Background: an optimization exercise with open tools, aiming at small area, a short achievable clock period and few clock cycles. Do not read the settings as production practice.
In this exercise RTL edits were held to simulation tests only and were not proved equivalent to the original.

==> trial 54 <==
// bvx
module bvx (
    input  wire        clk,
    input  wire        rst,          
    input  wire        req_valid,
    input  wire        req_write,
    input  wire        req_word,     
    input  wire [9:0]  req_addr,
    input  wire [31:0] req_wdata,
    output reg         rsp_valid,
    output reg         rsp_err,
    output reg  [31:0] rsp_rdata
);
    integer i;
    function cmd_legal(input [31:0] w);
        begin
            case (w[3:0])
                4'h1, 4'h2:             cmd_legal = (w[31:4] == 28'd0);
                4'h3, 4'h5, 4'h7, 4'h8: cmd_legal = (w[15:5] == 11'd0);
                4'h4:                   cmd_legal = (w[7:5] == 3'd0);
                4'h6:                   cmd_legal = (w[15:6] == 10'd0);
                4'h9, 4'hA:             cmd_legal = (w[31:16] == 16'd0) && (w[7:4] == 4'd0);
                default:                cmd_legal = 1'b0;
            endcase
        end
    endfunction
    function [15:0] pfx_or(input [15:0] v);
        reg [15:0] x;
        begin
            x = v << 1;
            x = x | (x << 1);
            x = x | (x << 2);
            x = x | (x << 4);
            x = x | (x << 8);
            pfx_or = x;
        end
    endfunction
    function [7:0] hex_char(input [3:0] v);
        hex_char = (v <= 4'd9) ? {4'h3, v} : {4'h4, v - 4'd9};
    endfunction
    reg [2047:0] tin;           
    reg [127:0]  sv;            
    reg [127:0]  sn;            
    reg          sn_bin;        
    reg          ol_set;        
    reg [3:0]    code;
    reg          fault;
    reg [7:0]    result;
    reg [31:0]   fault_info;
    reg [8:0]    tlen;
    reg          pact;          
    reg [127:0]  lreg;          
    reg [3:0]    pk;            
    reg [3:0]    lsel;          
    reg [3:0]    kl;            
  ...
==> flow/config.mk <==
export PLATFORM = sky130hd
export DESIGN_NAME = bvx
export DESIGN_NICKNAME = bvx
export VERILOG_FILES = /design/flow/design.v
export SDC_FILE = /design/flow/constraint.sdc
export NUM_CORES = 4
export LEC_CHECK = 0
export CAP_MARGIN = 20
export CELL_PAD_IN_SITES_GLOBAL_PLACEMENT = 2
export CORE_MARGIN = 2
export CORE_UTILIZATION = 70
export PLACE_DENSITY = 0.8
export SETUP_SLACK_MARGIN = 5
export SLEW_MARGIN = 20
==> flow/constraint.sdc <==
create_clock -name core_clock -period 10.0 [get_ports {clk}]
set_input_delay 2.0000 -clock core_clock [delete_from_list [all_inputs] [get_ports {clk}]]
set_output_delay 2.0000 -clock core_clock [all_outputs]
set_load 0.01 [all_outputs]
run.sh (not shown) runs the stock make flow with config.mk's settings and CLKGATE_MAP_FILE= SYNTH_SCRIPT=/design/flow/synth_recipe.tcl, a recipe that flattens the netlist after the stock synthesis.
==> trial 22: changes against trial 54 <==
--- a/flow/design.v
+++ b/flow/design.v
@@ -57,13 +57,10 @@
     reg          pb2, pb16;     
     reg          cNW, cGap, cDP, cP;    
     reg          perr, pneg, povf, pfull;
     reg [7:0]    pe;            
     reg [127:0]  acc;
-    reg          aclr;          
-    reg          cpend;         
-    reg [3:0]    pcr;           
     wire [9:0] a      = req_addr;
     wire       a_reg  = (a[9:8] == 2'b00);
     wire       a_tin  = (a[9:8] == 2'b01);
     wire       a_tout = (a[9:8] == 2'b10);
     wire       w_ok   = ~req_word | (a[1:0] == 2'b00);
@@ -95,25 +92,16 @@
     wire        w_bitop   = (w_op == 4'h5) | (w_op == 4'h6) | (w_op == 4'h7) | (w_op == 4'h8);
     wire [3:0]  w_bidx    = w_bitop ? w[22:19] : w[19:16];
     wire [3:0]  w_baddr   = w_rev ? ~w_bidx : w_bidx;
     wire [2:0]  w_bpos    = w_rev ? w[18:16] : ~w[18:16];      
     wire [3:0]  w_bsel    = w_rev ? w_bidx : ~w_bidx;         
-    wire         commit_now = cpend & (pcr == 4'd0);
-    wire [127:0] sv_eff     = commit_now ? acc : sv;
-    wire [7:0]  w_byte    = sv_eff[8*w_bsel +: 8];
+    wire [7:0]  w_byte    = sv[8*w_bsel +: 8];
     wire        w_bitval  = w_byte[w_bpos];
     wire        w_setval  = (w_op == 4'h7) | ((w_op == 4'h6) & w[5]);
     wire [8:0]   lm1  = tlen - 9'd1;
-    reg          trd;           
-    reg  [3:0]   hsel;          
-    reg  [3:0]   hlo;           
-    reg          hword;         
-    wire         r_trd = req_valid & ~req_write & a_tin & w_ok;
-    wire [3:0]   rsel  = pact ? lsel : hsel;
-    wire [127:0] line  = tin[128*rsel +: 128];
-    wire [31:0]  tword = line[32*hlo[3:2] +: 32];
-    wire [31:0]  tdata = hword ? tword : {24'd0, tword[8*hlo[1:0] +: 8]};
+    wire [3:0]   rsel = pact ? lsel : a[7:4];
+    wire [127:0] line = tin[128*rsel +: 128];
     wire        last = (pk == kl);
     reg  [15:0] W, S, M, D, P, X;
     reg  [63:0] val;
     reg  [7:0]  c;
     reg         bey, d09, dAF;
@@ -149,11 +137,11 @@
     end
     wire [3:0] q_g    = pb2 ? 4'd8 : 4'd2;           
     wire [3:0] eo1    = eo + 4'd1;
     wire       c_ovf  = D[eo] & (pm == q_g);
     wire       c_full = D[eo1] & (pm == ((eo == 4'd15) ? q_g - 4'd1 : q_g));
-    wire proc = pact & ~aclr;
+    wire proc = pact;
     wire u_err  = perr | (|errv);
     wire u_NW   = cNW  | anyNW;
     wire u_Gap  = cGap | (|gv);
     wire u_DP   = cDP  | (|DP);
     wire u_P    = cP   | (|P);
@@ -162,11 +150,11 @@
     wire u_full = pfull | c_full;
     wire [7:0] u_e = anyNW ? {pk, lnw} : pe;
     wire fin     = proc & last;
     wire p_fmt   = u_err | ~u_NW;
     wire p_dec   = ~pb2 & ~pb16;
-    wire restart = fin & ~p_fmt & ~p_dec & W[eo];
+    wire restart = fin & ~p_fmt & ~p_dec & (u_e != {kl, eo});
     wire done    = fin & ~restart;
     reg [3:0] pcode;
     always @* begin
         if (p_fmt)                         pcode = 4'd1;
         else if (p_dec)                    pcode = 4'd3;
@@ -254,87 +242,68 @@
     reg [31:0] rword, rd;
     always @* begin
         case (a[9:8])
             2'b00: begin
                 case (a[4:2])
-                    3'd1:    rword = {24'd0, fault, 3'd0, cpend ? pcr : code};
+                    3'd1:    rword = {24'd0, fault, 3'd0, code};
                     3'd2:    rword = {24'd0, result};
                     3'd3:    rword = fault_info;
                     3'd4:    rword = {23'd0, tlen};
                     3'd5:    rword = {24'd0, ol_set ? (sn_bin ? 8'd128 : 8'd47) : 8'd0};
                     default: rword = 32'h0010_0080;
                 endcase
             end
-            2'b10:   rword = sn_bin ? binword : hexword;
-            default: rword = 32'd0;
+            2'b01:   rword = line[32*a[3:2] +: 32];
+            default: rword = sn_bin ? binword : hexword;
         endcase
         if (req_word | a_reg)
             rd = rword;
         else
             rd = {24'd0, rword[8*a[1:0] +: 8]};
     end
-    reg          wp;            
-    reg  [7:0]   wp_a;
-    reg          wp_word;
-    reg  [31:0]  wp_d;
-    always @(posedge clk) begin
-        wp      <= x_tin;
-        wp_a    <= a[7:0];
-        wp_word <= req_word;
-        wp_d    <= w;
-    end
     genvar gj;
     generate
         for (gj = 0; gj < 256; gj = gj + 1) begin : g_tin
-            wire we = wp & (wp_a[7:2] == gj / 4) & (wp_word | (wp_a[1:0] == gj % 4));
+            wire we = x_tin & (a[7:2] == gj / 4) & (req_word | (a[1:0] == gj % 4));
             always @(posedge clk)
-                if (we) tin[8*gj +: 8] <= wp_word ? wp_d[8*(gj % 4) +: 8] : wp_d[7:0];
+                if (we) tin[8*gj +: 8] <= req_word ? w[8*(gj % 4) +: 8] : w[7:0];
         end
     endgenerate
-    wire sv_clr    = x_cmd & (w == 32'h1);
-    wire sv_fill   = x_cmd & (w == 32'h2);
-    wire sv_setb   = x_cmd & (w_op == 4'h4) & (w[7:5] == 3'd0);
-    wire sv_setbit = x_cmd & (w[15:6] == 10'd0) &
-                     ((w_op == 4'h6) | (((w_op == 4'h7) | (w_op == 4'h8)) & ~w[5]));
+    wire sv_clr    = x_ok & (w_op == 4'h1);
+    wire sv_fill   = x_ok & (w_op == 4'h2);
+    wire sv_setb   = x_ok & (w_op == 4'h4);
+    wire sv_setbit = x_ok & ((w_op == 4'h6) | (w_op == 4'h7) | (w_op == 4'h8));
+    wire sv_commit = pact & done & (pcode == 4'd0);
     generate
         for (gj = 0; gj < 128; gj = gj + 1) begin : g_sv
             wire bsel = (w_baddr == 15 - gj / 8);
             wire we   = bsel & (sv_setb | (sv_setbit & (w_bpos == gj % 8)));
             always @(posedge clk)
                 if (rst | sv_clr)   sv[gj] <= 1'b0;
                 else if (sv_fill)   sv[gj] <= 1'b1;
-                else if (we)         sv[gj] <= sv_setb ? w_imm[gj % 8] : w_setval;
-                else if (commit_now) sv[gj] <= acc[gj];
+                else if (sv_commit) sv[gj] <= acc_nx[gj];
+                else if (we)        sv[gj] <= sv_setb ? w_imm[gj % 8] : w_setval;
         end
     endgenerate
     always @(posedge clk) begin
-        rsp_rdata <= trd ? tdata : rd;
-        hsel      <= r_trd ? a[7:4] : 4'd0;
-        hlo       <= a[3:0];
-        hword     <= req_word;
+        rsp_rdata <= rd;
         lreg      <= line;
         if (rst) begin
             rsp_valid  <= 1'b0;
             rsp_err    <= 1'b0;
-            trd        <= 1'b0;
             code       <= 4'd0;
             fault      <= 1'b0;
             result     <= 8'd0;
             fault_info <= 32'd0;
             tlen       <= 9'd0;
             ol_set     <= 1'b0;
             pact       <= 1'b0;
             acc        <= 128'd0;
-            aclr       <= 1'b0;
-            cpend      <= 1'b0;
         end else begin
-            rsp_valid <= (req_valid & ~p_start & ~r_trd) | trd | (pact & done);
-            trd       <= r_trd;
+            rsp_valid <= (req_valid & ~p_start) | (pact & done);
             rsp_err   <= req_valid & ~legal;
             if (x_tlen) tlen <= w[8:0];
-            cpend <= 1'b0;
-            if (cpend) code <= pcr;
             if (x_fault) begin
                 fault      <= 1'b1;
                 fault_info <= w;
                 code       <= w_leg ? 4'd4 : 4'd5;
             end else if (x_ok) begin
@@ -345,11 +314,11 @@
                     4'h9: if (tlen == 9'd0) code <= 4'd1;
                     4'hA: begin
                         if (w_imm == 8'd10) begin
                             code <= 4'd3;
                         end else begin
-                            sn     <= sv_eff;
+                            sn     <= sv;
                             sn_bin <= (w_imm == 8'd2);
                             ol_set <= 1'b1;
                             code   <= 4'd0;
                         end
                     end
@@ -364,34 +333,28 @@
                     cNW  <= u_NW;  cGap <= u_Gap; cDP  <= u_DP;  cP   <= u_P;
                     perr <= u_err; pneg <= u_neg; povf <= u_ovf; pfull <= u_full;
                     pe   <= u_e;
                 end
                 if (done) begin
-                    pact  <= 1'b0;
-                    cpend <= 1'b1;
+                    pact <= 1'b0;
+                    code <= pcode;
                 end
-                if (fin) begin
-                    pcr   <= pcode;
-                    lsel  <= 4'd0;
+                if (restart) begin
+                    pk    <= 4'd0;
+                    pm    <= u_e[7:4];
+                    lsel  <= (u_e[7:4] == 4'd0) ? 4'd0 : 4'd1;
                     kl    <= u_e[7:4];
                     eo    <= u_e[3:0];
                     cNW  <= 1'b0; cGap <= 1'b0; cDP <= 1'b0; cP <= 1'b0;
                     perr <= 1'b0; pneg <= 1'b0; povf <= 1'b0; pfull <= 1'b0;
                 end
-                aclr <= restart;
-                if (aclr) begin
-                    pk   <= 4'd0;
-                    pm   <= kl;
-                    lsel <= (kl == 4'd0) ? 4'd0 : 4'd1;
-                end
             end
-            acc <= (cpend | aclr) ? 128'd0 : acc_nx;
+            acc <= (done | restart) ? 128'd0 : acc_nx;
             if (p_start) begin
                 pact  <= 1'b1;
                 pk    <= 4'd0;
-                aclr  <= wp;
-                lsel  <= (wp | (lm1[7:4] == 4'd0)) ? 4'd0 : 4'd1;
+                lsel  <= (lm1[7:4] == 4'd0) ? 4'd0 : 4'd1;
                 kl    <= lm1[7:4];
                 eo    <= lm1[3:0];
                 pm    <= lm1[7:4];
                 pb2   <= (w_imm == 8'd2);
                 pb16  <= (w_imm == 8'd16);
==> flow/flow/run.sh (new file) <==
#!/bin/bash
# Standard layout, with timing repair aiming at 6 ns of setup margin.
set -o pipefail
export SETUP_SLACK_MARGIN=6
bash standard.sh > standard.log 2>&1
==> flow/standard.sh (new file) <==
#!/bin/bash
# synth_recipe.tcl (not shown) runs the flow's synth.tcl, then flattens the netlist and writes it again
# the make line also repeats each setting of config.mk as NAME=value (left out here)
make -C /OpenROAD-flow-scripts/flow DESIGN_CONFIG=/design/flow/config.mk WORK_HOME=/design/flow/orfs CLKGATE_MAP_FILE= SYNTH_SCRIPT=/design/flow/synth_recipe.tcl "${@:-finish}"
CORE_UTILIZATION = 30   (was 70)
PLACE_DENSITY = 0.38   (was 0.8)
SETUP_SLACK_MARGIN = not set   (was 5)
removed: flow/run.sh
==> results.txt <==
- Trial 22 finished with timing, DRC and antenna clean. Trial 54 died in 3_1_place_gp_skip_io.
- Of trial 22 and trial 54, trial 54 has the higher synthesized cell count (gap 4.9%, measured against trial 54).
- Between trial 54 and trial 22, the lower synthesized area is in trial 22 (gap about 1%, measured against trial 22).
Testbench counts of trial 54, summed over its fixed seeds: cycles 20,931.
Testbench counts of trial 22, summed over its fixed seeds: cycles 20,758.

[separate check: timing with driven ports]
How much do the figures lean on ideal ports? The routed layout below was timed once more, with nothing changed but the port constraints.
Step 1 (the two cells are an assumption about what drives the block):
set clk [get_ports {clk}]
set_driving_cell -lib_cell sky130_fd_sc_hd__clkbuf_16 $clk
set_driving_cell -lib_cell sky130_fd_sc_hd__buf_2 [delete_from_list [all_inputs] $clk]
Step 2 also shifts input and output timing later by t, the mid clock arrival at the registers, as if the neighbouring blocks saw the same clock.
Three values: ideal, step 1, step 2; two values: the first two.
run: trial 22
shift t [ns]: 1.035
setup slack, ns: 4.822 / 4.822 / 4.114
worst setup path after step 2: input to register
clock arrival spread, ns: 0.066 / 0.067
slew at the worst register clock pin (ns): 0.07 / 0.07
After both steps trial 22 still meets setup and hold. For trial 22, drivers alone change the setup slack by 0.000 ns; drivers and shift together by -0.708 ns.
